From an optimization exercise on the open Yosys and OpenROAD flow, aimed at a short achievable clock period and few clock cycles; shortcuts taken in it are not production practice. Function was checked by simulation only, so behaviour that the tests miss may differ from the original. Power is estimated from default activity; no workload was simulated.

==> design/flow/design.v <==
module wolf_expander (
    input  wire        clk,
    input  wire        rst,           
    input  wire        reg_we,
    input  wire [7:0]  reg_addr,      
    input  wire [31:0] reg_wdata,
    output wire [31:0] reg_rdata,
    output wire        busy,
    output wire        mem_req,
    output wire        mem_we,
    output wire [15:0] mem_addr,
    output wire [7:0]  mem_wdata,
    input  wire        mem_ready,
    input  wire [7:0]  mem_rdata
);
    localparam [31:0] ID_VALUE = 32'h4C570007;
    localparam [7:0] ERR_NONE         = 8'h00;
    localparam [7:0] ERR_BAD_CMD      = 8'h01;
    localparam [7:0] ERR_ADDR_RANGE   = 8'h03;
    localparam [7:0] ERR_OVERLAP      = 8'h04;
    localparam [7:0] ERR_TRUNC        = 8'h05;
    localparam [7:0] ERR_LEN_MISMATCH = 8'h06;
    localparam [7:0] ERR_COUNT_OVERRUN= 8'h07;
    localparam [7:0] ERR_SRC_RANGE    = 8'h08;
    localparam [7:0] ERR_OUT_OVERFLOW = 8'h09;
    localparam integer WK = 8;
    localparam integer WB = 1 << (WK + 1);    
    localparam integer FN = 12;               
    localparam [2:0] T_PFX   = 3'd0,
                     T_LIT   = 3'd1,          
                     T_ESC   = 3'd2,
                     T_NEAR  = 3'd3,
                     T_FAR   = 3'd4,
                     T_RUN   = 3'd5,
                     T_TRUNC = 3'd6;
    localparam [1:0] K_PAIR  = 2'd0,          
                     K_WCOPY = 2'd1,          
                     K_MCOPY = 2'd2;          
    reg [31:0] r_cmd;
    reg [31:0] r_src_base, r_src_len, r_dst_base, r_dst_cap;
    reg [15:0] r_tag;
    reg        st_busy, st_done, st_err, st_ign;
    reg [7:0]  r_errcode;
    reg [16:0] r_inpos;
    reg [16:0] r_outlen;
    reg [15:0] r_size;
    reg        chk;                
    reg        run;                
    reg        is_rlew;
    reg [15:0] e_tag;
    reg [15:0] e_dstb;
    reg [15:0] e_size;
    assign busy = st_busy;
    wire [47:0] rd_sel;             
    genvar gl;
    generate
        for (gl = 0; gl < 4; gl = gl + 1) begin : g_lane
            wire [3:0] rd_d10, rd_d32;
            wire       rd_hz;
            wolf_rd_dec2 u_d10 (.a(reg_addr[3:2]), .y(rd_d10));
            wolf_rd_dec2 u_d32 (.a(reg_addr[5:4]), .y(rd_d32));
            wolf_rd_nor2 u_hz  (.a(reg_addr[6]), .b(reg_addr[7]), .y(rd_hz));
            wolf_rd_and3 u_s0  (.a(rd_hz), .b(rd_d32[0]), .c(rd_d10[0]), .y(rd_sel[12*gl+0]));
            wolf_rd_and3 u_s1  (.a(rd_hz), .b(rd_d32[0]), .c(rd_d10[1]), .y(rd_sel[12*gl+1]));
            wolf_rd_and3 u_s2  (.a(rd_hz), .b(rd_d32[0]), .c(rd_d10[2]), .y(rd_sel[12*gl+2]));
            wolf_rd_and3 u_s3  (.a(rd_hz), .b(rd_d32[0]), .c(rd_d10[3]), .y(rd_sel[12*gl+3]));
            wolf_rd_and3 u_s4  (.a(rd_hz), .b(rd_d32[1]), .c(rd_d10[0]), .y(rd_sel[12*gl+4]));
            wolf_rd_and3 u_s5  (.a(rd_hz), .b(rd_d32[1]), .c(rd_d10[1]), .y(rd_sel[12*gl+5]));
            wolf_rd_and3 u_s6  (.a(rd_hz), .b(rd_d32[1]), .c(rd_d10[2]), .y(rd_sel[12*gl+6]));
            wolf_rd_and3 u_s7  (.a(rd_hz), .b(rd_d32[1]), .c(rd_d10[3]), .y(rd_sel[12*gl+7]));
            wolf_rd_and3 u_s8  (.a(rd_hz), .b(rd_d32[2]), .c(rd_d10[0]), .y(rd_sel[12*gl+8]));
            wolf_rd_and3 u_s12 (.a(rd_hz), .b(rd_d32[3]), .c(rd_d10[0]), .y(rd_sel[12*gl+9]));
            wolf_rd_and3 u_s13 (.a(rd_hz), .b(rd_d32[3]), .c(rd_d10[1]), .y(rd_sel[12*gl+10]));
            wolf_rd_and3 u_s14 (.a(rd_hz), .b(rd_d32[3]), .c(rd_d10[2]), .y(rd_sel[12*gl+11]));
        end
    endgenerate
    wire [31:0] rd_v0  = ID_VALUE;
    wire [31:0] rd_v1  = r_cmd;
    wire [31:0] rd_v2  = {26'd0, st_ign, 1'b0, 1'b0, st_err, st_done, st_busy};
    wire [31:0] rd_v3  = {24'd0, r_errcode};
    wire [31:0] rd_v4  = r_src_base;
    wire [31:0] rd_v5  = r_src_len;
    wire [31:0] rd_v6  = r_dst_base;
    wire [31:0] rd_v7  = r_dst_cap;
    wire [31:0] rd_v8  = {16'd0, r_tag};
    wire [31:0] rd_v12 = {15'd0, r_inpos};
    wire [31:0] rd_v13 = {15'd0, r_outlen};
    wire [31:0] rd_v14 = {16'd0, r_size};
    genvar gb;
    generate
        for (gb = 0; gb < 32; gb = gb + 1) begin : g_rd
            wolf_rd_ao12 u_ao (
                .s(rd_sel[12*(gb/8) +: 12]),
                .d({rd_v14[gb], rd_v13[gb], rd_v12[gb], rd_v8[gb],
                    rd_v7[gb], rd_v6[gb], rd_v5[gb], rd_v4[gb],
                    rd_v3[gb], rd_v2[gb], rd_v1[gb], rd_v0[gb]}),
                .y(reg_rdata[gb]));
        end
    endgenerate
    reg  [32:0] src_end, dst_end;
    reg         v_bad_cmd, v_oor, v_overlap;
    reg         chk2;
    reg [15:0] pf_addr;
    reg [16:0] pf_rem;
    reg        pf_nz;
    reg        rv_src;             
    reg        rv_cp;              
    reg [8*FN-1:0] fq;             
    reg [3:0]  fcnt;
    reg [FN-1:0] fth;              
    reg [FN-1:0] fl_z;             
    reg [FN-1:0] fl_e;             
    reg [FN-1:0] fl_7;             
    reg [FN-1:0] fl_tl;            
    reg [FN-1:0] fl_th;            
    reg        pfx_seen;
    reg        tok_valid;
    reg [2:0]  tok_kind;
    reg [2:0]  tok_len;
    reg [7:0]  tb0, tb1, tb2, tb3, tb4, tb5;
    reg        pfx_done;
    reg [14:0] rem;
    reg [17:0] op_proj;            
    reg [15:0] dpa;                
    reg [16:0] dip;                
    reg        dec_fin;
    reg [7:0]  dec_code;
    reg        nc_valid;
    reg [1:0]  nc_kind;
    reg [7:0]  nc_lo, nc_hi;
    reg [16:0] nc_left;
    reg [WK-1:0] nc_dm1;           
    reg [15:0] nc_raddr;
    reg [16:0] nc_ip;
    reg        cur_more;
    reg [1:0]  cur_kind;
    reg [7:0]  cur_lo, cur_hi;
    reg        cur_ph;
    reg [16:0] cur_left;
    reg [WK-1:0] cur_dm1;
    reg [15:0] cp_addr;
    reg [1:0]  mph;
    reg [16:0] cur_ip;
    reg [7:0]  cbuf;
    reg        p_valid, p_we;
    reg [15:0] p_addr;
    reg [7:0]  p_wdata;
    reg [15:0] wr_addr;
    reg [16:0] cap_rem;
    reg        cap_nz;
    reg [16:0] op_done;
    reg [8*WB-1:0] win;            
    wire       pf_want = run & pf_nz & ~fth[FN-1] & ~(fth[FN-2] & rv_src);
    assign mem_req   = p_valid | pf_want;
    assign mem_we    = p_valid & p_we;
    assign mem_addr  = p_valid ? p_addr : pf_addr;
    assign mem_wdata = p_wdata;
    wire       pf_acc  = ~p_valid & pf_want & mem_ready;
    wire       adv     = ~p_valid | mem_ready;
    wire [17:0] s18       = {2'b0, e_size};
    wire        loop_more = is_rlew ? (op_proj < s18) : (rem != 15'd0);
    wire        tok_take  = tok_valid & run & ~dec_fin & (~pfx_done | ~nc_valid);
    wire        cnt_over  = {7'd0, tb0} > rem;
    wire [17:0] d2x       = {9'd0, tb2, 1'b0};
    wire        near_bad  = (tb2 == 8'd0) || (d2x > op_proj);
    wire [17:0] i2x       = {1'b0, tb3, tb2, 1'b0};
    wire        far_bad   = i2x >= op_proj;
    wire        near_win  = (tb2 >> WK) == 8'd0;
    wire [15:0] run_c     = {tb3, tb2};
    wire [17:0] lo2       = {9'd0, tb0, 1'b0};
    wire [17:0] c2        = {1'b0, run_c, 1'b0};
    wire        t_lit     = (tok_kind == T_LIT);
    wire        t_esc     = (tok_kind == T_ESC);
    wire        t_near    = (tok_kind == T_NEAR);
    wire        t_far     = (tok_kind == T_FAR);
    wire        t_run     = (tok_kind == T_RUN);
    wire        t_trunc   = (tok_kind == T_TRUNC);
    wire        t_copy    = t_near | t_far;
    wire [17:0] t_add     = t_copy ? lo2 : t_run ? c2 : 18'd2;
    wire [14:0] t_sub     = t_copy ? {7'd0, tb0} : 15'd1;
    wire [1:0]  t_nk      = t_copy ? ((t_near & near_win) ? K_WCOPY : K_MCOPY) : K_PAIR;
    wire [16:0] t_nleft   = t_run ? {run_c, 1'b1} - 17'd2 :
                            t_copy ? ((t_near & near_win) ? {tb0, 1'b1} - 17'd2 : lo2[16:0]) :
                            17'd1;
    wire        t_cnt_bad = t_copy & cnt_over;
    wire        t_rng_bad = (t_near & near_bad) | (t_far & far_bad);
    wire        t_err     = t_trunc | t_cnt_bad | t_rng_bad;
    wire [7:0]  t_code    = t_trunc ? ERR_TRUNC : t_cnt_bad ? ERR_COUNT_OVERRUN : ERR_SRC_RANGE;
    wire        t_ok      = ~t_err & (t_lit | t_esc | t_copy | (t_run & (run_c != 16'd0)));
    reg  [2:0] need;
    reg  [2:0] pkind;
    reg        d1_ok;
    always @(*) begin
        if (!pfx_seen) begin
            need = 3'd2; pkind = T_PFX;  d1_ok = fth[1];
        end else if (is_rlew) begin
            if (fl_tl[0] & fl_th[1]) begin need = 3'd6; pkind = T_RUN; d1_ok = fth[5]; end
            else                     begin need = 3'd2; pkind = T_LIT; d1_ok = fth[1]; end
        end else if (fl_e[1]) begin
            if (fl_z[0])             begin need = 3'd3; pkind = T_ESC;  d1_ok = fth[2]; end
            else if (fl_7[1])        begin need = 3'd3; pkind = T_NEAR; d1_ok = fth[2]; end
            else                     begin need = 3'd4; pkind = T_FAR;  d1_ok = fth[3]; end
        end else begin
            need = 3'd2; pkind = T_LIT; d1_ok = fth[1];
        end
    end
    wire       all_in  = ~pf_nz & ~rv_src;
    wire       d1_free = ~tok_valid | tok_take;
    wire       d1_go   = run & ~dec_fin & d1_free & (d1_ok | all_in);
    wire [2:0] pop     = (d1_go & d1_ok) ? need : 3'd0;
    wire [8*FN-1:0] fq_sh = fq >> {pop, 3'b000};
    wire [FN-1:0]   fth_p = fth >> pop;
    wire [FN-1:0]   fz_p  = fl_z >> pop;
    wire [FN-1:0]   fe_p  = fl_e >> pop;
    wire [FN-1:0]   f7_p  = fl_7 >> pop;
    wire [FN-1:0]   ftl_p = fl_tl >> pop;
    wire [FN-1:0]   fth2_p = fl_th >> pop;
    wire in_z  = mem_rdata == 8'h00;
    wire in_e  = (mem_rdata == 8'hA7) | (mem_rdata == 8'hA8);
    wire in_7  = mem_rdata == 8'hA7;
    wire in_tl = mem_rdata == e_tag[7:0];
    wire in_th = mem_rdata == e_tag[15:8];
    reg        nx_valid, nx_we, take_nc;
    reg [7:0]  nx_wd;
    always @(*) begin
        nx_valid = 1'b0;
        nx_we    = 1'b0;
        nx_wd    = rv_cp ? mem_rdata : cbuf;
        take_nc  = 1'b0;
        if (cur_more) begin
            nx_valid = 1'b1;
            case (cur_kind)
                K_PAIR:  begin nx_we = 1'b1; nx_wd = cur_ph ? cur_hi : cur_lo; end
                K_WCOPY: begin nx_we = 1'b1; nx_wd = win[(cur_dm1*16 + 8) +: 8]; end
                default: begin nx_we = mph[1]; end
            endcase
        end else if (nc_valid) begin
            nx_valid = 1'b1;
            take_nc  = 1'b1;
            case (nc_kind)
                K_PAIR:  begin nx_we = 1'b1; nx_wd = nc_lo; end
                K_WCOPY: begin nx_we = 1'b1; nx_wd = win[(nc_dm1*16 + 8) +: 8]; end
                default: begin nx_we = 1'b0; end
            endcase
        end
    end
    wire nx_write = nx_valid & nx_we;
    wire emit_ovf = run & adv & nx_write & ~cap_nz;
    wire em_load  = run & adv & ~emit_ovf;
    wire fin_dec  = run & dec_fin & ~cur_more & ~nc_valid & adv;
    wire [16:0] op_done_nx = op_done + {16'd0, p_valid & p_we & mem_ready};
    integer i;
    always @(posedge clk) begin
        if (rst) begin
            r_cmd      <= 32'd0;
            r_src_base <= 32'd0;
            r_src_len  <= 32'd0;
            r_dst_base <= 32'd0;
            r_dst_cap  <= 32'd0;
            r_tag      <= 16'd0;
            st_busy    <= 1'b0;
            st_done    <= 1'b0;
            st_err     <= 1'b0;
            st_ign     <= 1'b0;
            r_errcode  <= 8'd0;
            r_inpos    <= 17'd0;
            r_outlen   <= 17'd0;
            r_size     <= 16'd0;
            chk        <= 1'b0;
            chk2       <= 1'b0;
            run        <= 1'b0;
            is_rlew    <= 1'b0;
            pf_addr    <= 16'd0;
            pf_rem     <= 17'd0;
            pf_nz      <= 1'b0;
            rv_src     <= 1'b0;
            rv_cp      <= 1'b0;
            fcnt       <= 4'd0;
            fth        <= {FN{1'b0}};
            pfx_seen   <= 1'b0;
            tok_valid  <= 1'b0;
            tok_kind   <= 3'd0;
            tok_len    <= 3'd0;
            pfx_done   <= 1'b0;
            rem        <= 15'd0;
            op_proj    <= 18'd0;
            dpa        <= 16'd0;
            dip        <= 17'd0;
            dec_fin    <= 1'b0;
            dec_code   <= 8'd0;
            nc_valid   <= 1'b0;
            cur_more   <= 1'b0;
            p_valid    <= 1'b0;
            p_we       <= 1'b0;
            wr_addr    <= 16'd0;
            cap_rem    <= 17'd0;
            cap_nz     <= 1'b0;
            op_done    <= 17'd0;
        end else begin
            if (reg_we) begin
                if (st_busy) begin
                    st_ign <= 1'b1;
                end else begin
                    case (reg_addr[7:2])
                        6'h01: begin
                            r_cmd     <= reg_wdata;
                            st_busy   <= 1'b1;
                            st_done   <= 1'b0;
                            st_err    <= 1'b0;
                            st_ign    <= 1'b0;
                            r_errcode <= ERR_NONE;
                            chk       <= 1'b1;
                        end
                        6'h04: r_src_base <= reg_wdata;
                        6'h05: r_src_len  <= reg_wdata;
                        6'h06: r_dst_base <= reg_wdata;
                        6'h07: r_dst_cap  <= reg_wdata;
                        6'h08: r_tag      <= reg_wdata[15:0];
                        default: ;
                    endcase
                end
            end
            src_end <= {1'b0, r_src_base} + {1'b0, r_src_len};
            dst_end <= {1'b0, r_dst_base} + {1'b0, r_dst_cap};
            if (chk) begin
                chk       <= 1'b0;
                r_inpos   <= 17'd0;
                r_outlen  <= 17'd0;
                r_size    <= 16'd0;
                e_size    <= 16'd0;
                e_tag     <= r_tag;
                e_dstb    <= r_dst_base[15:0];
                pf_addr   <= r_src_base[15:0];
                pf_rem    <= r_src_len[16:0];
                pf_nz     <= r_src_len[16:0] != 17'd0;
                fcnt      <= 4'd0;
                fth       <= {FN{1'b0}};
                pfx_seen  <= 1'b0;
                tok_valid <= 1'b0;
                pfx_done  <= 1'b0;
                rem       <= 15'd0;
                op_proj   <= 18'd0;
                dpa       <= r_dst_base[15:0];
                dip       <= 17'd0;
                dec_fin   <= 1'b0;
                nc_valid  <= 1'b0;
                cur_more  <= 1'b0;
                p_valid   <= 1'b0;
                wr_addr   <= r_dst_base[15:0];
                cap_rem   <= r_dst_cap[16:0];
                cap_nz    <= r_dst_cap[16:0] != 17'd0;
                op_done   <= 17'd0;
                chk2      <= 1'b1;
                is_rlew   <= (r_cmd == 32'h2);
                v_bad_cmd <= !((r_cmd == 32'h1) || (r_cmd == 32'h2));
                v_oor     <= (src_end > 33'h10000) || (dst_end > 33'h10000);
                v_overlap <= (r_src_len != 32'd0) && (r_dst_cap != 32'd0) &&
                             ({1'b0, r_src_base} < dst_end) &&
                             ({1'b0, r_dst_base} < src_end);
            end
            if (chk2) begin
                chk2 <= 1'b0;
                if (v_bad_cmd || v_oor || v_overlap) begin
                    r_errcode <= v_bad_cmd ? ERR_BAD_CMD :
                                 v_oor ? ERR_ADDR_RANGE : ERR_OVERLAP;
                    st_err    <= 1'b1;
                    st_done   <= 1'b1;
                    st_busy   <= 1'b0;
                end else begin
                    run <= 1'b1;
                end
            end
            rv_src <= run & pf_acc;
            rv_cp  <= run & p_valid & ~p_we & mem_ready;
            if (pf_acc) begin
                pf_addr <= pf_addr + 16'd1;
                pf_rem  <= pf_rem - 17'd1;
                pf_nz   <= pf_rem != 17'd1;
            end
            if (run) begin
                for (i = 0; i < FN; i = i + 1) begin
                    if (fth_p[i]) begin
                        fq[i*8 +: 8] <= fq_sh[i*8 +: 8];
                        fl_z[i]  <= fz_p[i];
                        fl_e[i]  <= fe_p[i];
                        fl_7[i]  <= f7_p[i];
                        fl_tl[i] <= ftl_p[i];
                        fl_th[i] <= fth2_p[i];
                    end else begin
                        fq[i*8 +: 8] <= mem_rdata;
                        fl_z[i]  <= in_z;
                        fl_e[i]  <= in_e;
                        fl_7[i]  <= in_7;
                        fl_tl[i] <= in_tl;
                        fl_th[i] <= in_th;
                    end
                end
                fth  <= rv_src ? {fth_p[FN-2:0], 1'b1} : fth_p;
                fcnt <= fcnt - {1'b0, pop} + {3'd0, rv_src};
            end
            if (d1_go) begin
                pfx_seen  <= 1'b1;
                tok_valid <= 1'b1;
                tok_kind  <= d1_ok ? pkind : T_TRUNC;
                tok_len   <= d1_ok ? need : fcnt[2:0];
                {tb5, tb4, tb3, tb2, tb1, tb0} <= fq[47:0];
            end else if (tok_take) begin
                tok_valid <= 1'b0;
            end
            if (tok_take && pfx_done) begin
                nc_ip    <= dip + {14'd0, tok_len};
                op_proj  <= op_proj + t_add;
                dpa      <= dpa + t_add[15:0];
                rem      <= rem - t_sub;
                nc_kind  <= t_nk;
                nc_lo    <= t_run ? tb4 : t_esc ? tb2 : tb0;
                nc_hi    <= t_run ? tb5 : tb1;
                nc_left  <= t_nleft;
                nc_dm1   <= tb2[WK-1:0] - {{(WK-1){1'b0}}, 1'b1};
                nc_raddr <= t_far ? (e_dstb + {tb3[6:0], tb2, 1'b0})
                                  : (dpa - {7'd0, tb2, 1'b0});
            end
            if (run && !dec_fin && pfx_done && !loop_more) begin
                dec_fin  <= 1'b1;
                dec_code <= (op_proj != s18) ? ERR_LEN_MISMATCH : ERR_NONE;
            end else if (tok_take) begin
                if (!pfx_done) begin
                    if (tok_kind == T_TRUNC) begin
                        dec_fin  <= 1'b1;
                        dec_code <= ERR_TRUNC;
                        dip      <= {14'd0, tok_len};
                    end else begin
                        pfx_done <= 1'b1;
                        e_size   <= {tb1, tb0};
                        rem      <= {tb1, tb0[7:1]};
                        dip      <= 17'd2;
                    end
                end else begin
                    dip      <= dip + {14'd0, tok_len};
                    nc_valid <= t_ok;
                    if (t_err) begin
                        dec_fin  <= 1'b1;
                        dec_code <= t_code;
                    end
                end
            end
            if (rv_cp) cbuf <= mem_rdata;
            if (run) op_done <= op_done_nx;
            if (em_load) begin
                p_valid <= nx_valid;
                p_we    <= nx_we;
                p_wdata <= nx_wd;
                p_addr  <= nx_we ? wr_addr : (take_nc ? nc_raddr : cp_addr);
                if (nx_write) begin
                    wr_addr <= wr_addr + 16'd1;
                    cap_rem <= cap_rem - 17'd1;
                    cap_nz  <= cap_rem != 17'd1;
                    win     <= {win[8*WB-9:0], nx_wd};
                end
                if (take_nc) begin
                    nc_valid <= 1'b0;
                    cur_more <= 1'b1;
                    cur_kind <= nc_kind;
                    cur_lo   <= nc_lo;
                    cur_hi   <= nc_hi;
                    cur_ph   <= 1'b1;
                    cur_dm1  <= nc_dm1;
                    cur_ip   <= nc_ip;
                    cur_left <= nc_left;
                    cp_addr  <= nc_raddr + 16'd1;
                    mph      <= 2'd1;
                end else if (cur_more) begin
                    case (cur_kind)
                        K_PAIR: begin
                            cur_ph   <= ~cur_ph;
                            cur_left <= cur_left - 17'd1;
                            cur_more <= cur_left != 17'd1;
                        end
                        K_WCOPY: begin
                            cur_left <= cur_left - 17'd1;
                            cur_more <= cur_left != 17'd1;
                        end
                        default: begin
                            mph <= mph + 2'd1;
                            if (!mph[1]) cp_addr <= cp_addr + 16'd1;
                            if (mph[1])  cur_left <= cur_left - 17'd1;
                            if (mph == 2'd3) cur_more <= cur_left != 17'd1;
                        end
                    endcase
                end
            end
            if (emit_ovf) begin
                run       <= 1'b0;
                p_valid   <= 1'b0;
                st_busy   <= 1'b0;
                st_done   <= 1'b1;
                st_err    <= 1'b1;
                r_errcode <= ERR_OUT_OVERFLOW;
                r_inpos   <= take_nc ? nc_ip : cur_ip;
                r_outlen  <= op_done_nx;
                r_size    <= e_size;
            end else if (fin_dec) begin
                run       <= 1'b0;
                st_busy   <= 1'b0;
                st_done   <= 1'b1;
                st_err    <= dec_code != ERR_NONE;
                r_errcode <= dec_code;
                r_inpos   <= dip;
                r_outlen  <= op_done_nx;
                r_size    <= e_size;
            end
        end
    end
endmodule
module wolf_rd_dec2 (
    input  wire [1:0] a,
    output wire [3:0] y
);
    assign y = {a[1] & a[0], a[1] & ~a[0], ~a[1] & a[0], ~a[1] & ~a[0]};
endmodule
module wolf_rd_nor2 (
    input  wire a,
    input  wire b,
    output wire y
);
    assign y = ~(a | b);
endmodule
module wolf_rd_and3 (
    input  wire a,
    input  wire b,
    input  wire c,
    output wire y
);
    assign y = a & b & c;
endmodule
module wolf_rd_ao12 (
    input  wire [11:0] s,
    input  wire [11:0] d,
    output wire        y
);
    wire [3:0] n;
    wire [3:0] t;
    genvar g;
    generate
        for (g = 0; g < 4; g = g + 1) begin : g_t
            wolf_rd_and2   u_t (.a(s[3*g+2]), .b(d[3*g+2]), .y(t[g]));
            wolf_rd_aoi221 u_a (.a1(s[3*g]), .a2(d[3*g]), .b1(s[3*g+1]), .b2(d[3*g+1]),
                                .c(t[g]), .y(n[g]));
        end
    endgenerate
    wolf_rd_nand4  u_o  (.a(n), .y(y));
endmodule
module wolf_rd_and2 (
    input  wire a,
    input  wire b,
    output wire y
);
    assign y = a & b;
endmodule
module wolf_rd_aoi221 (
    input  wire a1,
    input  wire a2,
    input  wire b1,
    input  wire b2,
    input  wire c,
    output wire y
);
    assign y = ~((a1 & a2) | (b1 & b2) | c);
endmodule
module wolf_rd_nand4 (
    input  wire [3:0] a,
    output wire       y
);
    assign y = ~&a;
endmodule
==> design/flow/run.sh <==
#!/bin/bash
# synth_recipe.tcl (not shown) runs the flow's synth.tcl, then flattens the netlist and writes it again
# the make line also repeats each setting of config.mk as NAME=value (left out here)
make -C /OpenROAD-flow-scripts/flow DESIGN_CONFIG=/design/flow/config.mk WORK_HOME=/design/flow/orfs CLKGATE_MAP_FILE= SYNTH_SCRIPT=/design/flow/synth_recipe.tcl finish
==> design/flow/config.mk <==
export PLATFORM = sky130hd
export DESIGN_NAME = wolf_expander
export DESIGN_NICKNAME = wolf_expander
export VERILOG_FILES = /design/flow/design.v
export SDC_FILE = /design/flow/constraint.sdc
export NUM_CORES = 4
export LEC_CHECK = 0
export CAP_MARGIN = 20
export CORE_MARGIN = 2
export CORE_UTILIZATION = 40
export PLACE_DENSITY = 0.6
export SETUP_SLACK_MARGIN = 3.7
export SLEW_MARGIN = 20
export SYNTH_HIERARCHICAL = 1
export TNS_END_PERCENT = 100
==> design/flow/constraint.sdc <==
create_clock -name core_clock -period 8.0 [get_ports {clk}]
set_input_delay 1.6000 -clock core_clock [delete_from_list [all_inputs] [get_ports {clk}]]
set_output_delay 1.6000 -clock core_clock [all_outputs]
set_load 0.01 [all_outputs]
==> flow_summary.toml, run 1 <==
[clocking]
cts_max_level = 6
worstSkewPairLatency_ns = 1.07
cts.sinks = 5023
clk_pin_slew_worst_paths_ns = 0.06
cts_inserted_buffers = 542
ctsHoldBuffers = 0
ctsLongestPathBuffers = 4
root_buffer = "clkbuf_16"
cts_tree = "yes"

[drt]
drc = 0
finalWirelength_um = 498000
drt-pass1-iter-count = 6
routed_via_density = 5.69
wl_per_cell_um = 25.2
postRouteAntennaNets = 0
drt_iter0_markers = 12400
via_count = 112000

[global_route]
grt_max_degree = 169
grt_pass1_vias = 109000
use_met1 = 0.275
grt_pass1_wl_um = 733000
grt_most_used_layer = "met2"
grt_usage = 0.182
grt-ovfl-total = 0
antenna_found_initial = 19
met2_usage = 0.277
grt_util_met3 = 0.0289

[power_and_ir_drop]
p_per_area_nw_per_um2 = 221
max-vdd-ir-drop_v = 0.000242
p_total_uw = 53100
p_leak_uw = 0.0632

[hold_path]
min_path_type = "flop to flop"

[synth]
ys.flop_type = "edfxtp_1"
synth_area_sq_um = 210000
synth_edf_count = 4596
synth_warnings = 7
synthArstFlopShare = 0
synth_cell_types = 94
syn_avg_cell_area_sq_um = 17.8
ys_seq_elements = 5023
ys_seq_area_frac = 0.699
syn_inst = 11800

[timing]
hold_violations = 0
fmax_ghz = 0.202
setup_tns_ns = 0
grt_setup_unrepaired = "yes"
finalCritPeriodShare = 0.618
tightest_slew_ns = 1.12
setup_violations = 0
slew-limit-headroom = 0.252
period_needed_ns = 4.94
fin_skew_ns = 0.0547
setup_ws_ns = 3.06
slew_violations = 0

[critical_path]
critPathRequiredTime_ns = 6.40
critical_path_class = "input port to output pin"
crit_arrival_ns = 3.34
crit_path_end_kind = "output pin"
start_kind = "input port"
critPathMaxFanout = 8

[floorplan]
start_util = 0.402
rows = 265
ios = 111
core_area_sq_um = 522000
die_x_um = 728
die_h_um = 728
dieArea_sq_um = 530000

[placement]
routabilityCongestion = 0.881
io_buffers = 108
dp.cells = 18700
post-place-ws_ns = 1.92
dp_hpwl_um = 296000

[cells_and_area]
drive_gt1_frac = 0.223
area_growth_pct = 14.4
nFillCells = 44100
nets = 12600
final_cells = 19700
post-route-util = 0.460

[outcome]
run_status = "no timing/DRC/antenna violations"

[run]
drv_cap = 0
worst max-delay path, stage by stage:
cell	delay (ns)
buf_12	0.10
buf_8	0.12
and2b_2	0.25
and3_4	0.22
and2_1	0.16
a221oi_2	0.20
nand4_1	0.39
buf_2	0.29
cells in the mapped netlist, types with 90 or more instances:
library cell	count	share of area
inv_1	219	0.0039
nand2_1	852	0.015
clkbuf_1	390	0.0070
mux2i_1	358	0.017
nor2_1	437	0.0078
xnor2_1	121	0.0051
buf_2	113	0.0027
a221oi_2	129	0.0092
dfxtp_1	427	0.041
edfxtp_1	4596	0.66
and3_1	119	0.0036
a211oi_1	90	0.0032
and2_1	147	0.0044
a21oi_1	514	0.012
nor3_1	110	0.0026
o21ai_0	290	0.0069
ha_1	246	0.015
mux4_2	1279	0.14
nand3_1	144	0.0034
sequential cells by signal, indices dropped and copies added (netlist names), 32 cells and up:
signal	flops
src_end	33
win	4096
r_dst_cap	32
r_src_base	32
dst_end	33
r_dst_base	32
fq	96
r_cmd	32
r_src_len	32
what timing repair did:
action / 4_1_cts / 5_1_grt
pin swaps: 66 / 54
buffers inserted: 34 / 22
endpoints found under the setup margin: 324 / 137
resized for setup: 379 / 71
cloned: 13 / 3
cells by family (layout without fill, tap and decap cells):
kind of cell	count (synthesis)	count (layout)	share of synthesized area
buffers and inverters	849	1682	0.0174
DFF	5023	5023	0.699
AOI/OAI and AO/OA	1540	1540	0.0511
other	2	152	0.0000358
muxes	1708	1708	0.158
adders and majority gates	255	255	0.0155
xor gates and xnor gates	197	197	0.00823
and+or+nand+nor	2214	2215	0.0501
report_power, final:
| group | total, uW | leakage, uW | switching [uW] | internal (uW) |
|---|---|---|---|---|
| registers | 28300 | 0.0323 | 30.9 | 28200 |
| logic | 356 | 0.0225 | 238 | 118 |
| clock network | 24400 | 0.00842 | 10500 | 13900 |
| total | 53100 | 0.0632 | 10800 | 42300 |
final timing paths:
kind / startpoint / endpoint / slack [ns] / depth (start not counted)
setup / recovery: reg_addr[3] / reg_rdata[5] / 3.06 / 8
hold / removal: win[3138] / win[3146] / 0.38 / 0
setup reg to reg: nc_valid / p_wdata[4] / 3.80 / 10
hold reg to reg: win[3138] / win[3146] / 0.38 / 0
cell usage in the layout (no fill, tap or decap), types with 97 or more instances in the layout:
| cell type | instances |
|---|---|
| a21oi_1 | 512 |
| a221oi_2 | 97 |
| and2_1 | 105 |
| buf_4 | 247 |
| clkbuf_1 | 111 |
| clkbuf_16 | 557 |
| clkinv_1 | 107 |
| clkinv_2 | 97 |
| conb_1 | 146 |
| dfxtp_1 | 419 |
| edfxtp_1 | 4596 |
| ha_1 | 246 |
| inv_1 | 212 |
| mux2i_1 | 357 |
| mux4_2 | 1279 |
| nand2_1 | 846 |
| nand3_1 | 142 |
| nor2_1 | 417 |
| nor3_1 | 105 |
| o21ai_0 | 283 |
| xnor2_1 | 121 |
final cells by class:
type | count | area (sq um) | share of cell area
multi-input cells | 6061 | 61000 | 0.254
inverters | 224 | 883 | 0.00368
clock inverters | 298 | 2780 | 0.0116
clock buffers | 680 | 14500 | 0.0604
repair buffers | 480 | 5390 | 0.0225
well taps | 6942 | 8690 | 0.0362
diodes | 6 | 15.0 | 0.0000626
flip-flops and latches | 5023 | 147000 | 0.611
per-layer routing:
metal  vias to the layer above  routed length [um]
met3                       698               34300
met4                        12               11700
met2                      4021              226000
met5                         -                  89
li1                      48800                   -
met1                     58600              226000
per-stage QoR:
stage | hold WS, ns | instance area (sq um)
2_1_floorplan | 0.400 | 210000
3_3_place_gp | 0.400 | 221000
3_5_place_dp | 0.405 | 221000
4_1_cts | 0.369 | 239000
5_1_grt | 0.391 | 240000
6_report | 0.379 | 240000
per-module statistics from Yosys, one instance, submodules excluded, a selection:
module,area [sq um],cells inside,copies in the design,flops+latches
wolf_expander,206000,11400,1,5023
wolf_rd_and2,6.26,1,128,0
wolf_rd_aoi221,15.0,1,128,0
wolf_rd_dec2,26.3,4,8,0
wolf_rd_nand4,6.26,1,32,0
wolf_rd_nor2,3.75,1,4,0
Testbench counts, summed over its fixed seeds: cycles 725,051.
==> run 2: changes to the inputs <==
--- a/design/flow/design.v
+++ b/design/flow/design.v
@@ -538,38 +538,37 @@
     input  wire [11:0] d,
     output wire        y
 );
-    wire [3:0] n;
-    wire [3:0] t;
+    wire [5:0] n;
+    wire [1:0] h;
     genvar g;
     generate
-        for (g = 0; g < 4; g = g + 1) begin : g_t
-            wolf_rd_and2   u_t (.a(s[3*g+2]), .b(d[3*g+2]), .y(t[g]));
-            wolf_rd_aoi221 u_a (.a1(s[3*g]), .a2(d[3*g]), .b1(s[3*g+1]), .b2(d[3*g+1]),
-                                .c(t[g]), .y(n[g]));
+        for (g = 0; g < 6; g = g + 1) begin : g_t
+            wolf_rd_aoi22 u_a (.a1(s[2*g]), .a2(d[2*g]), .b1(s[2*g+1]), .b2(d[2*g+1]), .y(n[g]));
         end
     endgenerate
-    wolf_rd_nand4  u_o  (.a(n), .y(y));
+    wolf_rd_nand3 u_h0 (.a(n[2:0]), .y(h[0]));
+    wolf_rd_nand3 u_h1 (.a(n[5:3]), .y(h[1]));
+    wolf_rd_or2   u_o  (.a(h[0]), .b(h[1]), .y(y));
 endmodule
-module wolf_rd_and2 (
-    input  wire a,
-    input  wire b,
-    output wire y
-);
-    assign y = a & b;
-endmodule
-module wolf_rd_aoi221 (
+module wolf_rd_aoi22 (
     input  wire a1,
     input  wire a2,
     input  wire b1,
     input  wire b2,
-    input  wire c,
     output wire y
 );
-    assign y = ~((a1 & a2) | (b1 & b2) | c);
+    assign y = ~((a1 & a2) | (b1 & b2));
 endmodule
-module wolf_rd_nand4 (
-    input  wire [3:0] a,
+module wolf_rd_nand3 (
+    input  wire [2:0] a,
     output wire       y
 );
     assign y = ~&a;
 endmodule
+module wolf_rd_or2 (
+    input  wire a,
+    input  wire b,
+    output wire y
+);
+    assign y = a | b;
+endmodule
--- a/design/flow/config.mk
+++ b/design/flow/config.mk
@@ -7,9 +7,9 @@
 export LEC_CHECK = 0
 export CAP_MARGIN = 20
 export CORE_MARGIN = 2
-export CORE_UTILIZATION = 40
-export PLACE_DENSITY = 0.6
-export SETUP_SLACK_MARGIN = 3.7
+export CORE_UTILIZATION = 45
+export PLACE_DENSITY = 0.65
+export SETUP_SLACK_MARGIN = 3.9
 export SLEW_MARGIN = 20
 export SYNTH_HIERARCHICAL = 1
 export TNS_END_PERCENT = 100
==> run 2 against run 1 <==
Net effect: cell count decreased by 4.2%; sequential cell count unchanged; final area decreased by 0.54%; clock skew increased by 0.010 ns; sequential power about the same; sequential share of layout area increased by 0.34 points; global-route usage increased by 2.6 points; largest cell class unchanged; highest routed layer unchanged.
==> flow_summary.toml, run 2 <==
[synth]
synth_area_sq_um = 210000
synthArstFlopShare = 0
synth_cell_types = 95
yosysTopAreaCell = "edfxtp_1"
synth.top_cells.by_area = "edfxtp_1, mux4_2, dfxtp_1"
synth.top_cell.area_share = 0.658
ys.flop_type = "edfxtp_1"
syn_inst = 11800
ys_seq_area_frac = 0.699
synth.most_common_cell = "edfxtp_1"
synth_warnings = 7
syn_avg_cell_area_sq_um = 17.8
ys_top_cells_by_count = "edfxtp_1, mux4_2, nand2_1"
ys_seq_elements = 5023
synth_edf_count = 4596

[critical_path]
crit_path_end_kind = "output pin"
cp_cell_sequence = "bufbuf_16 > nor2b_2 > and3_4 > a22oi_2 > nand3_2 > or2_4 > buf_6"
slowest_stage = "or2_4"
reg2reg_to = "p_wdata[2]"
path_buf_inv = 2
critical_path_class = "input port to output pin"
rrSetupSlack_ns = 3.80
r2r_cells = 13
max_stage_delay_ns = 0.30
r2r-start = "cur_dm1[0]"
path_delay_family = "simple AND/OR/NAND/NOR gates"
start_kind = "input port"
critPathMaxFanout = 11
critPathRequiredTime_ns = 6.40
crit_arrival_ns = 2.94

[global_route]
grt_pass1_wl_um = 745000
grt_usage = 0.207
grt-ovfl-total = 0
grt_pass1_vias = 113000
antenna_found_initial = 11
grt_max_degree = 163

[drt]
wl_per_cell_um = 26.9
postRouteAntennaNets = 0
drc = 0
via_count = 115000
drt-pass1-iter-count = 7
drt_iter0_markers = 13900
finalWirelength_um = 507000
routed_via_density = 6.11

[cells_and_area]
multi_input_area_sq_um = 60900
layout_commonest_cell = "edfxtp_1"
largest_register_ffs = 4096
largestRegisters = "win: 4096 flops, fq: 96 flops"
drive_gt1_frac = 0.226
regArea_sq_um = 147000
nets = 12600
nFillCells = 36500
regMostFlops = "win"
area_growth_pct = 13.8
final_cell_mix = "edfxtp_1, mux4_2, nand2_1"

[floorplan]
dieArea_sq_um = 471000
die_h_um = 686
ios = 111
start_util = 0.452
core_area_sq_um = 464000
rows = 250
die_x_um = 686

[placement]
dp_hpwl_um = 292000
io_buffers = 108
routabilityCongestion = 0.897

[clocking]
cts_inserted_buffers = 524
cts_tree = "yes"
clk_pin_slew_worst_paths_ns = 0.06
cts.sinks = 5023
cts_max_level = 6
ctsLongestPathBuffers = 4
root_buffer = "clkbuf_16"
worstSkewPairLatency_ns = 1.06

[outcome]
run_status = "no timing/DRC/antenna violations"

[timing]
setup_tns_ns = 0
grt_setup_unrepaired = "yes"
period_needed_ns = 4.54
hold_violations = 0
fin_skew_ns = 0.0651
slew_violations = 0
tightest_slew_ns = 1.09
slew-limit-headroom = 0.274
finalCritPeriodShare = 0.567
fmax_ghz = 0.220
setup_violations = 0

[power_and_ir_drop]
max-vdd-ir-drop_v = 0.000215
p_total_uw = 52400
p_per_area_nw_per_um2 = 220
p_leak_uw = 0.0631

[hold_path]
holdPathEnd = "win[1817]"
min_path_type = "flop to flop"
hold_path_startpoint = "win[1809]"
worstHoldPathCells = 0

[run]
drv_cap = 0
==> run 2: cell types whose count changed in the layout (fill, tap and decap cells not counted), moves of 30 or more <==
cell | before | now
a221oi_2 | 97 | 0
a221oi_4 | 32 | 2
a22oi_2 | 1 | 193
and2_1 | 105 | 18
and2_4 | 45 | 7
buf_4 | 247 | 192
nand3_1 | 142 | 184
nand4_1 | 74 | 42
==> run 2: cells by family (layout without fill, tap and decap cells) <==
kind of cell | after synthesis | after routing | share of synthesized area
adder cells (fa/ha/maj) | 255 | 255 | 0.0155
buffers and inverters | 849 | 1612 | 0.0174
AND/OR/NAND/NOR | 2150 | 2152 | 0.0478
other | 2 | 152 | 0.0000358
multiplexers | 1708 | 1709 | 0.158
XOR/XNOR | 197 | 197 | 0.00823
AO/OA/AOI/OAI | 1604 | 1604 | 0.0534
flip-flops | 5023 | 5023 | 0.699
==> run 2: layer usage <==
metal  vias to the layer above  wire [um]  global-route usage
li1                      48600          -                   -
met1                     60500     216000               0.306
met5                         -         26                   0
met3                       845      41800              0.0353
met4                         4      14200              0.0588
met2                      5357     235000               0.319
==> run 2: cell type report <==
| class | instances | area share |
|---|---|---|
| inverter | 224 | 0.00383 |
| multi-input combinational | 6063 | 0.255 |
| antenna | 6 | 0.0000630 |
| clock buffer | 663 | 0.0594 |
| sequential | 5023 | 0.615 |
| tap | 6174 | 0.0324 |
| clock inverter | 280 | 0.0102 |
| timing repair buffer | 445 | 0.0243 |
==> run 2: repair_timing <==
action,CTS,global route
setup endpoints to repair,714,444
setup buffers,36,21
hold endpoints to repair,0,0
pin swaps,172,65
hold buffers,0,0
resized for setup,455,77
cloned,28,16
==> run 2: how the worst max path moves through the flow <==
stage	start	endpoint	slack, ns	depth (start not counted)
2_1_floorplan	mem_ready	win[0]	-54.93	6
3_3_place_gp	reg_addr[2]	reg_rdata[14]	1.88	7
3_5_place_dp	reg_addr[2]	reg_rdata[14]	1.81	7
4_1_cts	reg_addr[5]	reg_rdata[8]	3.49	7
5_1_grt	reg_addr[5]	reg_rdata[10]	3.45	7
6_report	reg_addr[2]	reg_rdata[8]	3.46	7
==> run 2: Yosys stat by module, one instance, submodules excluded, a selection <==
module,flip-flops and latches,cell area (sq um),cells inside,copies in the design
wolf_expander,5023,206000,11400,1
wolf_rd_nand3,0,5.00,1,64
wolf_rd_and3,0,6.26,1,48
wolf_rd_or2,0,6.26,1,32
wolf_rd_dec2,0,26.3,4,8
wolf_rd_aoi22,0,12.5,1,192
wolf_rd_nor2,0,3.75,1,4
==> run 2: per-stage QoR <==
step	instances	util	cell area (sq um)	setup WS, ns	hold WS [ns]
after floorplan	11900	-	210000	-54.93	0.400
after global placement	17800	0.472	219000	1.88	0.400
after detailed placement	17800	0.472	219000	1.81	0.405
after CTS	18800	0.512	238000	3.49	0.360
after global routing	18900	0.514	238000	3.45	0.384
final	18900	0.514	239000	3.46	0.382
==> run 2: where the power goes <==
group | switching [uW] | internal, uW | total [uW]
registers | 27.0 | 28200 | 28300
logic | 243 | 120 | 363
clock network | 10200 | 13600 | 23700
Testbench counts of run 2, summed over its fixed seeds: cycles 725,051.
==> run 3: changes to the inputs <==
--- a/design/flow/config.mk
+++ b/design/flow/config.mk
@@ -9,7 +9,7 @@
 export CORE_MARGIN = 2
 export CORE_UTILIZATION = 45
 export PLACE_DENSITY = 0.65
-export SETUP_SLACK_MARGIN = 3.9
+export SETUP_SLACK_MARGIN = 4.2
 export SLEW_MARGIN = 20
 export SYNTH_HIERARCHICAL = 1
 export TNS_END_PERCENT = 100
==> run 3 against run 2 <==
Net effect: sequential share of layout area fell by 0.70 points; routed wire length rose by 2.7%; die area did not move; still clean on timing, DRC and antenna; clock power barely moved; sequential power barely moved; cell count rose by 0.67%; synthesized cell count did not move; core utilization rose by 0.59 points; largest cell class unchanged; register-to-register slack improved by 0.11 ns; clock skew fell by 0.0043 ns; sequential cell count did not move.
==> flow_summary.toml, run 3 <==
[placement]
dp_hpwl_um = 292000
io_buffers = 108
post-place-ws_ns = 1.81
routabilityCongestion = 0.897
dpl_cell_area_sq_um = 219000

[hold_path]
min_path_type = "flop to flop"

[floorplan]
dieArea_sq_um = 471000
die_h_um = 686
ios = 111
die_x_um = 686
start_util = 0.452
rows = 250
core_area_sq_um = 464000

[synth]
synth.top_cell.area_share = 0.658
synth_cell_types = 95
synth.top_cells.by_area = "edfxtp_1, mux4_2, dfxtp_1"
yosysTopAreaCell = "edfxtp_1"
synth_area_sq_um = 210000
syn_avg_cell_area_sq_um = 17.8
synth_warnings = 7
synth_edf_count = 4596
ys_seq_area_frac = 0.699
synth.most_common_cell = "edfxtp_1"
syn_inst = 11800
ys_top_cells_by_count = "edfxtp_1, mux4_2, nand2_1"
ys.flop_type = "edfxtp_1"
synthArstFlopShare = 0
ys_seq_elements = 5023

[clocking]
ctsHoldBuffers = 0
root_buffer = "clkbuf_16"
cts_tree = "yes"
cts_max_level = 6
worstSkewPairLatency_ns = 1.06
clk_pin_slew_worst_paths_ns = 0.06
cts_inserted_buffers = 524
ctsLongestPathBuffers = 4
cts.sinks = 5023

[critical_path]
critPathRequiredTime_ns = 6.40
critPathMaxFanout = 11
crit_arrival_ns = 2.94
critical_path_class = "input port to output pin"
start_kind = "input port"
crit_path_end_kind = "output pin"

[drt]
postRouteAntennaNets = 0
routed_via_density = 6.13
drc = 0
via_count = 117000
met2_length_um = 241000
drt_iter0_markers = 14500
routed-wl-met3_um = 43200
drt-pass1-iter-count = 7
wl_per_cell_um = 27.4
top_layer_used = "met5"
finalWirelength_um = 521000
met1_length_um = 221000

[global_route]
antenna_found_initial = 15
grt_pass1_vias = 114000
grt_max_degree = 163
grt_pass1_wl_um = 760000
grt-ovfl-total = 0
grt_usage = 0.213

[timing]
setup_ws_ns = 3.46
period_needed_ns = 4.54
fmax_ghz = 0.220
setup_tns_ns = 0
tightest_slew_ns = 1.09
hold_violations = 0
slew-limit-headroom = 0.266
slew_violations = 0
grt_setup_unrepaired = "yes"
fin_skew_ns = 0.0608
finalCritPeriodShare = 0.567
setup_violations = 0

[cells_and_area]
layout_commonest_cell = "edfxtp_1"
drive_gt1_frac = 0.238
largest_register_ffs = 4096
fin_area_sq_um = 241000
regMostFlops = "win"
largestRegisters = "win: 4096 flops, fq: 96 flops"
final_cell_mix = "edfxtp_1, mux4_2, nand2_1"
nets = 12700
area_growth_pct = 15.1

[power_and_ir_drop]
max-vdd-ir-drop_v = 0.000215
pwr-share-clk = 0.453
combPwrFrac = 0.007
seqPwrFrac = 0.540
switching_share = 0.200
internal_power_uw = 41900
switching_power_uw = 10500
p_per_area_nw_per_um2 = 217
p_total_uw = 52400
p_leak_uw = 0.0643

[outcome]
run_status = "no timing/DRC/antenna violations"

[run]
drv_cap = 0
run 3: through the flow:
stage	instances	util	hold slack [ns]
5_1_grt	19000	0.520	0.383
2_1_floorplan	11900	-	0.400
4_1_cts	18900	0.517	0.360
3_3_place_gp	17800	0.472	0.400
3_5_place_dp	17800	0.472	0.405
6_report	19000	0.520	0.387
run 3: worst paths after layout:
check | startpoint | cells after the start | end | slack [ns]
min | win[1201] | 0 | win[1209] | 0.39
min reg2reg | win[1201] | 0 | win[1209] | 0.39
max | reg_addr[2] | 7 | reg_rdata[8] | 3.46
max reg2reg | cur_dm1[0] | 13 | p_wdata[2] | 3.91
run 3: routing by layer:
| layer | GRT usage | vias up |
|---|---|---|
| met5 | 0 | - |
| met4 | 0.0597 | 2 |
| met3 | 0.0357 | 900 |
| met2 | 0.329 | 5681 |
| met1 | 0.314 | 61100 |
| li1 | - | 48900 |
run 3: layout make-up:
type                    count  area, sq um
well taps                6174         7720
clock inverters           280         2430
repair buffers            561         8160
fillers                 36200       223000
flip-flops and latches   5023       147000
diodes                     13         32.5
multi-input cells        6065        61200
clock buffers             663        14200
repair inverters            2         17.5
inverters                 224          916
run 3: repair_timing:
item                       in CTS  in global routing
setup endpoints to repair    3646               1554
gates cloned                   64                 23
setup buffers                  80                 54
pin swaps                     182                 94
gates resized for setup       657                130
run 3: worst max-delay path, cell delays in order:
cell	delay (ns)
bufbuf_16	0.27
nor2b_2	0.07
and3_4	0.22
a22oi_2	0.22
nand3_2	0.11
or2_4	0.30
buf_6	0.13
run 3: kinds of logic after synthesis:
| group | after synthesis | synth area share |
|---|---|---|
| mux | 1708 | 0.158 |
| flops | 5023 | 0.699 |
| xor+xnor | 197 | 0.00823 |
| buf+inv | 849 | 0.0174 |
| compound gates | 1604 | 0.0534 |
| other cells | 2 | 0.0000358 |
| fa+ha+maj | 255 | 0.0155 |
| simple gates | 2150 | 0.0478 |
run 3: power by group through the flow:
stage          logic (uW)  registers, uW  clock network (uW)
6_report              366          28300               23800
5_1_grt               387          28300               25300
4_1_cts               350          28300               24300
3_5_place_dp          322          28800                   0
3_3_place_gp          314          28800                   0
2_1_floorplan         174          28800                   0
run 3: per-module statistics from Yosys, one instance, submodules excluded, a selection:
| module | cells | copies in the design |
|---|---|---|
| wolf_rd_and3 | 1 | 48 |
| wolf_rd_nor2 | 1 | 4 |
| wolf_rd_or2 | 1 | 32 |
| wolf_rd_aoi22 | 1 | 192 |
| wolf_rd_nand3 | 1 | 64 |
| wolf_rd_dec2 | 4 | 8 |
| wolf_expander | 11400 | 1 |

==> what the ideal ports hide <==
No port has a modelled driver above. Below, the same layouts with a new extraction and two added sets of constraints. Step 1: set_driving_cell puts a clkbuf_16 on clk and a buf_2 on each other input, an assumption about the parent block. Step 2, shift: input delay + t, output delay - t, t = (earliest + latest rising clock arrival at the registers) / 2. This alone moves slack from input paths to output paths. Three values: ideal, step 1, step 2; two values: the first two.
| run | t (ns) | slack for setup (ns) | worst setup path at the end | slew at the worst register clock pin (ns) | pins driven straight from the clock port |
|---|---|---|---|---|---|
| run 1 | 1.155 | 3.058 / 2.995 / 2.792 | input to register | 0.07 / 0.07 | 1 |
| run 2 | 1.148 | 3.463 / 3.202 / 2.837 | input to register | 0.07 / 0.07 | 1 |
| run 3 | 1.154 | 3.462 / 3.203 / 3.025 | input to register | 0.07 / 0.07 | 1 |
After both steps setup and hold are still met in every run listed. The setup slack of run 2, which loses most, moves by -0.261 ns with the drivers and by -0.626 ns with both steps.
